This is an optimization exercise on Yosys and OpenROAD, whose aim is small area, a short achievable clock period and few clock cycles, not a production implementation. RTL that was checked went through simulation tests only; none was proved equivalent to the original. No driver is modelled on the clock port, so clocking that relies on it looks cheaper here than on a real chip. No activity file was given, so power comes from the tool's default toggle rates.

== sierra ==
## rx_framer
module rx_framer (
    input  wire        clk,
    input  wire        rst,             
    input  wire        poll_valid,
    output reg         poll_ready,
    input  wire        poll_has_byte,   
    input  wire [7:0]  poll_byte,
    input  wire [31:0] poll_now,        
    output reg         resp_valid,
    output reg         resp_inact,      
    output reg         resp_frame_ok,   
    output reg         resp_crc_err,    
    output reg         fo_valid,
    output reg  [7:0]  fo_data
);
    localparam [7:0]  HEADER1     = 8'hAA;
    localparam [7:0]  HEADER2     = 8'h55;
    localparam [7:0]  TERMINATOR  = 8'h0D;
    localparam [7:0]  MAX_PAYLOAD = 8'd121;
    localparam [31:0] INACT_MS    = 32'd1500;
    localparam        NCH         = 121;    
    localparam [1:0]  MAXOUT      = 2'd3;   
    wire accept = poll_valid & poll_ready & ~rst;
    reg [31:0] t_last;
    always @(posedge clk)
        if (accept & poll_has_byte)
            t_last <= poll_now;
    wire [20:0] t_hi1  = t_last[31:11] + 21'd1;
    wire [11:0] t_up   = {1'b0, t_last[10:0]} + 12'd1500;
    wire [11:0] t_dn   = {1'b0, t_last[10:0]} - 12'd548;
    wire        c_eq0  = poll_now[31:11] == t_last[31:11];
    wire        c_eq1  = poll_now[31:11] == t_hi1;
    wire        c_ge   = poll_now[10:0] >= t_last[10:0];
    wire        c_up   = t_up[11] || poll_now[10:0] <= t_up[10:0];
    wire        c_dn   = !t_dn[11] && poll_now[10:0] <= t_dn[10:0];
    reg       s0_v, s0_has;
    reg       s0_eq0, s0_eq1, s0_ge, s0_up, s0_dn;
  ...
Size: about 1900 cells after synthesis, roughly 1100 flip-flops, ~38000 µm² of cells after synthesis.
clock: 10.0 ns
lec_check: 0
cap_margin: 20
core_margin: 2
core_utilization: 50
cts_cluster_diameter: 150
cts_cluster_size: 25
setup_slack_margin: 5
slew_margin: 20
standard.sh (not shown) runs the stock make flow with config.mk's settings and CLKGATE_MAP_FILE= SYNTH_SCRIPT=/design/flow/synth_recipe.tcl, a recipe that flattens the netlist after the stock synthesis.
==> flow/flow/run.sh <==
#!/bin/bash
# The standard layout (standard synthesis, floorplan, placement, CTS,
# routing) with two changes: timing repair is asked for a setup margin of
# MARGIN ns at the design's own clock, and the port buffers that placement
# inserts on every input and output are buf_2 cells.
set -uo pipefail
MARGIN=${MARGIN:-7.3}
bash standard.sh SETUP_SLACK_MARGIN=$MARGIN \
    "BUFFER_PORTS_ARGS=-buffer_cell sky130_fd_sc_hd__buf_2" \
    finish > standard_flow.log 2>&1
Testbench counts of sierra, summed over its fixed seeds: cycles 13,352.
Inputs modified between sierra and amber:
Settings: putting PLACE_DENSITY at 0.75 where nothing was set; swapping 50 for 65 in CORE_UTILIZATION.
diff --git a/flow/flow/run.sh b/flow/flow/run.sh
--- a/flow/flow/run.sh
+++ b/flow/flow/run.sh
@@ -6,3 +6,3 @@
 set -uo pipefail
-MARGIN=${MARGIN:-7.3}
+MARGIN=${MARGIN:-7.0}
 bash standard.sh SETUP_SLACK_MARGIN=$MARGIN \
[summary]
Sequential share of layout area is lower on sierra
Between amber and sierra, the clock power figures differ only marginally.
Of sierra and amber, amber shows the lower via count, with sierra above it.
Diff sierra..amber | complex-gate fraction of the synthesized area | unchanged
On number of hold-slack violations in the final timing report, amber tracks sierra almost exactly.
Comparing global-route usage for sierra and amber, the bigger number came from amber.
Part of the power in the clock network: amber lower than sierra
Where relative slew slack is concerned, sierra is better than amber.
The following lists how cedar was set up differently from amber:
Settings: CORE_UTILIZATION: 65 -> 50; PLACE_DENSITY: 0.75 -> unset.
[summary]
Per the comparison of cedar with amber, final-layout worst hold slack went up by 0.0046 ns, final area has increased, total power +0.94%, ratio of routed vias to standard cells went down.
Combinational share of power: amber vs cedar — no meaningful difference
Diff cedar..amber | mux cell area share after synthesis | unchanged
Against amber, number of well-tap cells placed in cedar rose by more than a quarter.
Static leakage: cedar vs amber up 0.070 nW
amber -> cedar: sequential power flat
Changes in harbor relative to cedar:
diff --git a/flow/flow/run.sh b/flow/flow/run.sh
--- a/flow/flow/run.sh
+++ b/flow/flow/run.sh
@@ -6,3 +6,3 @@
 set -uo pipefail
-MARGIN=${MARGIN:-7.0}
+MARGIN=${MARGIN:-6.7}
 bash standard.sh SETUP_SLACK_MARGIN=$MARGIN \
Results
Both conditions hold for harbor: the flow ran to the end and the final layout passed the timing, DRC and antenna checks. Length in cells of the worst reg-to-reg path: harbor vs cedar down 5. harbor against cedar: antenna diode count went down 3; die area flat; worst setup margin now smaller. harbor against cedar; cell area is down slightly. Global-route total usage across every layer: cedar vs harbor, no meaningful difference.

========
PW:
Another version of the RTL of rx_framer (not shown whole).
Size: about 2800 cells after synthesis, about 1200 flip-flops, about 58 I/O pins, roughly 45000 sq um of cells after synthesis.
export LEC_CHECK = 0
export CAP_MARGIN = 20
export CORE_MARGIN = 2
export CORE_UTILIZATION = 50
export SETUP_SLACK_MARGIN = 5
export SLEW_MARGIN = 20
create_clock -name core_clock -period 10.0 [get_ports {clk}]
==> flow/flow/run.sh <==
#!/bin/bash
# The standard layout (standard synthesis, floorplan, placement, CTS,
# routing), with timing repair aiming below the clock period: repair_timing
# is asked for a setup margin of MARGIN ns at the design's own clock.
set -uo pipefail
MARGIN=${MARGIN:-6.7}
bash standard.sh SETUP_SLACK_MARGIN=$MARGIN finish > standard_flow.log 2>&1
PW went all the way through the flow, and no timing, DRC or antenna check failed.
diff inputs: PW => TR
==> flow/run.sh (new file) <==
#!/bin/bash
# synth_recipe.tcl (not shown) runs the flow's synth.tcl, then flattens the netlist and writes it again
# the make line also repeats each setting of config.mk as NAME=value (left out here)
make -C /OpenROAD-flow-scripts/flow DESIGN_CONFIG=/design/flow/config.mk WORK_HOME=/design/flow/orfs CLKGATE_MAP_FILE= SYNTH_SCRIPT=/design/flow/synth_recipe.tcl finish
removed: flow/flow/run.sh
removed: flow/standard.sh
--- outcome ---
- Switching part of the total in TR is 0.57 points below PW.
- Lower routed length on met1 among TR and PW: TR
- The ratio of routed vias to standard cells on TR is in line with that on PW.
- TR vs PW — worst setup slack dropped 0.51 ns.
- Number of logic stages on the critical path including buffering: PW vs TR, no meaningful difference
Function was not checked in any run of this note: the RTL went through the layout flow alone.

========
Another version of the RTL of rx_framer (not shown whole).
Size in the first run: roughly 1900 cells after synthesis, about 1100 flip-flops, about 58 I/O pins, ~0.038 mm² of cells after synthesis.
export LEC_CHECK = 0
export CAP_MARGIN = 20
export CORE_MARGIN = 2
export CORE_UTILIZATION = 60
export CTS_CLUSTER_DIAMETER = 150
export CTS_CLUSTER_SIZE = 25
export PLACE_DENSITY = 0.7
export SETUP_SLACK_MARGIN = 5
export SLEW_MARGIN = 20
create_clock -name core_clock -period 10.0 [get_ports {clk}]
==> flow/flow/run.sh <==
#!/bin/bash
# The standard layout (standard synthesis, floorplan, placement, CTS,
# routing) with three changes:
#  - timing repair is asked for a setup margin of MARGIN ns at the design's
#    own clock;
#  - the port buffers that placement inserts on every input and output are
#    buf_2 cells;
#  - before CTS, each register driving an output port's buffer is moved next
#    to that buffer (flow/move_outs.tcl, run as ORFS's PRE_CTS_TCL hook).
set -uo pipefail
MARGIN=${MARGIN:-7.0}
bash standard.sh SETUP_SLACK_MARGIN=$MARGIN \
    "BUFFER_PORTS_ARGS=-buffer_cell sky130_fd_sc_hd__buf_2" \
    "PRE_CTS_TCL=$PWD/flow/move_outs.tcl" \
    finish > standard_flow.log 2>&1
==> flow/flow/move_outs.tcl <==
# Sourced by ORFS's cts.tcl (PRE_CTS_TCL) right after it loads the placed
# design: each register that drives an output port's buffer is moved next to
# that buffer, and the placement is legalized again.
set block [ord::get_db_block]
set moved 0
foreach bt [$block getBTerms] {
  if {[$bt getIoType] != "OUTPUT"} { continue }
  set net [$bt getNet]
  if {$net == "NULL"} { continue }
  set drv ""
  foreach it [$net getITerms] { if {[$it isOutputSignal]} { set drv $it } }
  if {$drv == ""} { continue }
  set buf [$drv getInst]
  set in ""
  foreach it [$buf getITerms] { if {[$it isInputSignal]} { set in $it } }
  if {$in == ""} { continue }
  set n2 [$in getNet]
  set src ""
  foreach it [$n2 getITerms] { if {[$it isOutputSignal]} { set src $it } }
  if {$src == ""} { continue }
  set ff [$src getInst]
  if {![string match "*__df*" [[$ff getMaster] getName]]} { continue }
  set loc [$buf getLocation]
  $ff setLocation [lindex $loc 0] [lindex $loc 1]
  $ff setPlacementStatus PLACED
  incr moved
}
puts "move_outs: moved $moved output registers next to their port buffers"
detailed_placement
check_placement -verbose
The starting point produced a clean layout.
Testbench counts at the start, summed over its fixed seeds: cycles 13,352.
Edit:
==> flow/flow/run.sh (replaced) <==
#!/bin/bash
# The standard layout (standard synthesis, floorplan, placement, CTS,
# routing) with two changes: timing repair is asked for a setup margin of
# MARGIN ns at the design's own clock, and the port buffers that placement
# inserts on every input and output are buf_2 cells.
set -uo pipefail
MARGIN=${MARGIN:-7.3}
bash standard.sh SETUP_SLACK_MARGIN=$MARGIN \
    "BUFFER_PORTS_ARGS=-buffer_cell sky130_fd_sc_hd__buf_2" \
    finish > standard_flow.log 2>&1
- CORE_UTILIZATION: 60 -> 65
- PLACE_DENSITY: 0.7 -> 0.75
removed: flow/flow/move_outs.tcl
Result: Cell area stays flat; combinational power decreases by about 4%; final cell count drops by 2.9%; core utilization grows by 4.9 points; synthesized area is unchanged; die area falls by 7.6%; total power barely changes; maximum frequency shrinks by 1.5%.
Edit:
==> flow/flow/run.sh (replaced) <==
#!/bin/bash
# The standard layout (standard synthesis, floorplan, placement, CTS,
# routing) with three changes:
#  - timing repair is asked for a setup margin of MARGIN ns at the design's
#    own clock;
#  - the port buffers that placement inserts on every input and output are
#    buf_2 cells;
#  - before CTS, each register driving an output port's buffer is moved next
#    to that buffer (flow/move_outs.tcl, run as ORFS's PRE_CTS_TCL hook).
set -uo pipefail
MARGIN=${MARGIN:-7.0}
bash standard.sh SETUP_SLACK_MARGIN=$MARGIN \
    "BUFFER_PORTS_ARGS=-buffer_cell sky130_fd_sc_hd__buf_2" \
    "PRE_CTS_TCL=$PWD/flow/move_outs.tcl" \
    finish > standard_flow.log 2>&1
==> flow/flow/move_outs.tcl (new file) <==
# Sourced by ORFS's cts.tcl (PRE_CTS_TCL) right after it loads the placed
# design: each register that drives an output port's buffer is moved next to
# that buffer, and the placement is legalized again.
set block [ord::get_db_block]
set moved 0
foreach bt [$block getBTerms] {
  if {[$bt getIoType] != "OUTPUT"} { continue }
  set net [$bt getNet]
  if {$net == "NULL"} { continue }
  set drv ""
  foreach it [$net getITerms] { if {[$it isOutputSignal]} { set drv $it } }
  if {$drv == ""} { continue }
  set buf [$drv getInst]
  set in ""
  foreach it [$buf getITerms] { if {[$it isInputSignal]} { set in $it } }
  if {$in == ""} { continue }
  set n2 [$in getNet]
  set src ""
  foreach it [$n2 getITerms] { if {[$it isOutputSignal]} { set src $it } }
  if {$src == ""} { continue }
  set ff [$src getInst]
  if {![string match "*__df*" [[$ff getMaster] getName]]} { continue }
  set loc [$buf getLocation]
  $ff setLocation [lindex $loc 0] [lindex $loc 1]
  $ff setPlacementStatus PLACED
  incr moved
}
puts "move_outs: moved $moved output registers next to their port buffers"
detailed_placement
check_placement -verbose
- CORE_UTILIZATION: 65 -> 50
- PLACE_DENSITY: 0.75 -> unset
What happened: The changed run finished clean. Combinational power came out higher by about 4%. Sequential share of layout area came out lower by 0.54 points. Utilization came out lower by 16 points. Sequential cell count does not change. Worst hold slack got worse by 0.0077 ns. Routed wire length came out higher by 2.8%.
Edit:
==> flow/flow/run.sh (replaced) <==
#!/bin/bash
# The standard layout (standard synthesis, floorplan, placement, CTS,
# routing) with two changes: timing repair is asked for a setup margin of
# MARGIN ns at the design's own clock, and the port buffers that placement
# inserts on every input and output are buf_2 cells.
set -uo pipefail
MARGIN=${MARGIN:-7.0}
bash standard.sh SETUP_SLACK_MARGIN=$MARGIN \
    "BUFFER_PORTS_ARGS=-buffer_cell sky130_fd_sc_hd__buf_2" \
    finish > standard_flow.log 2>&1
- CORE_UTILIZATION: 50 -> 65
- PLACE_DENSITY: unset -> 0.75
removed: flow/flow/move_outs.tcl
After rerunning: The changed run ran to the end with no violations. Final area drops by 0.92%. Total power hardly moves. Maximum frequency drops by 1.3%. Wire length drops by 3.6%.

==> port drivers added, routing unchanged <==
No port has a modelled driver above. Below, the same layouts with a new extraction and two added sets of constraints. Step 1, drivers: a clkbuf_16 drives clk and a buf_2 each remaining input, both assumed. Step 2 moves the port delays by t, midway between the first and last clock arrival at a register: inputs arrive t later, outputs are due t later. That takes back most of the time a late clock gives input paths. Slacks: no drivers / after step 1 / after step 2; pairs: no drivers / after step 1.
run | shift t [ns] | setup slack, ns | worst setup path at the end | clock arrival spread, ns | pins driven straight from the clock port
sierra | 0.674 | 6.871 / 6.805 / 6.280 | input to register | 0.034 / 0.034 | 1
amber | 0.671 | 6.849 / 6.786 / 6.323 | input to register | 0.032 / 0.032 | 1
cedar | 0.683 | 6.839 / 6.779 / 6.359 | input to register | 0.038 / 0.038 | 1
harbor | 0.686 | 6.814 / 6.753 / 6.283 | input to register | 0.042 / 0.042 | 1
PW | 0.756 | 6.746 / 6.681 / 6.179 | input to register | 0.018 / 0.019 | 1
TR | 0.748 | 6.233 / 6.166 / 6.134 | input to register | 0.025 / 0.025 | 1
the first run of note 3 | 0.682 | 6.912 / 6.850 / 6.569 | input to register | 0.022 / 0.022 | 1
the second run of note 3 | 0.682 | 6.864 / 6.806 / 6.680 | input to register | 0.041 / 0.041 | 1
the third run of note 3 | 0.683 | 6.906 / 6.841 / 6.478 | input to register | 0.035 / 0.035 | 1
the fourth run of note 3 | 0.692 | 6.865 / 6.801 / 6.493 | input to register | 0.046 / 0.045 | 1
After both steps setup and hold are still met in every run listed. For sierra, which loses most, drivers alone change the setup slack by -0.066 ns; drivers and shift together by -0.591 ns.
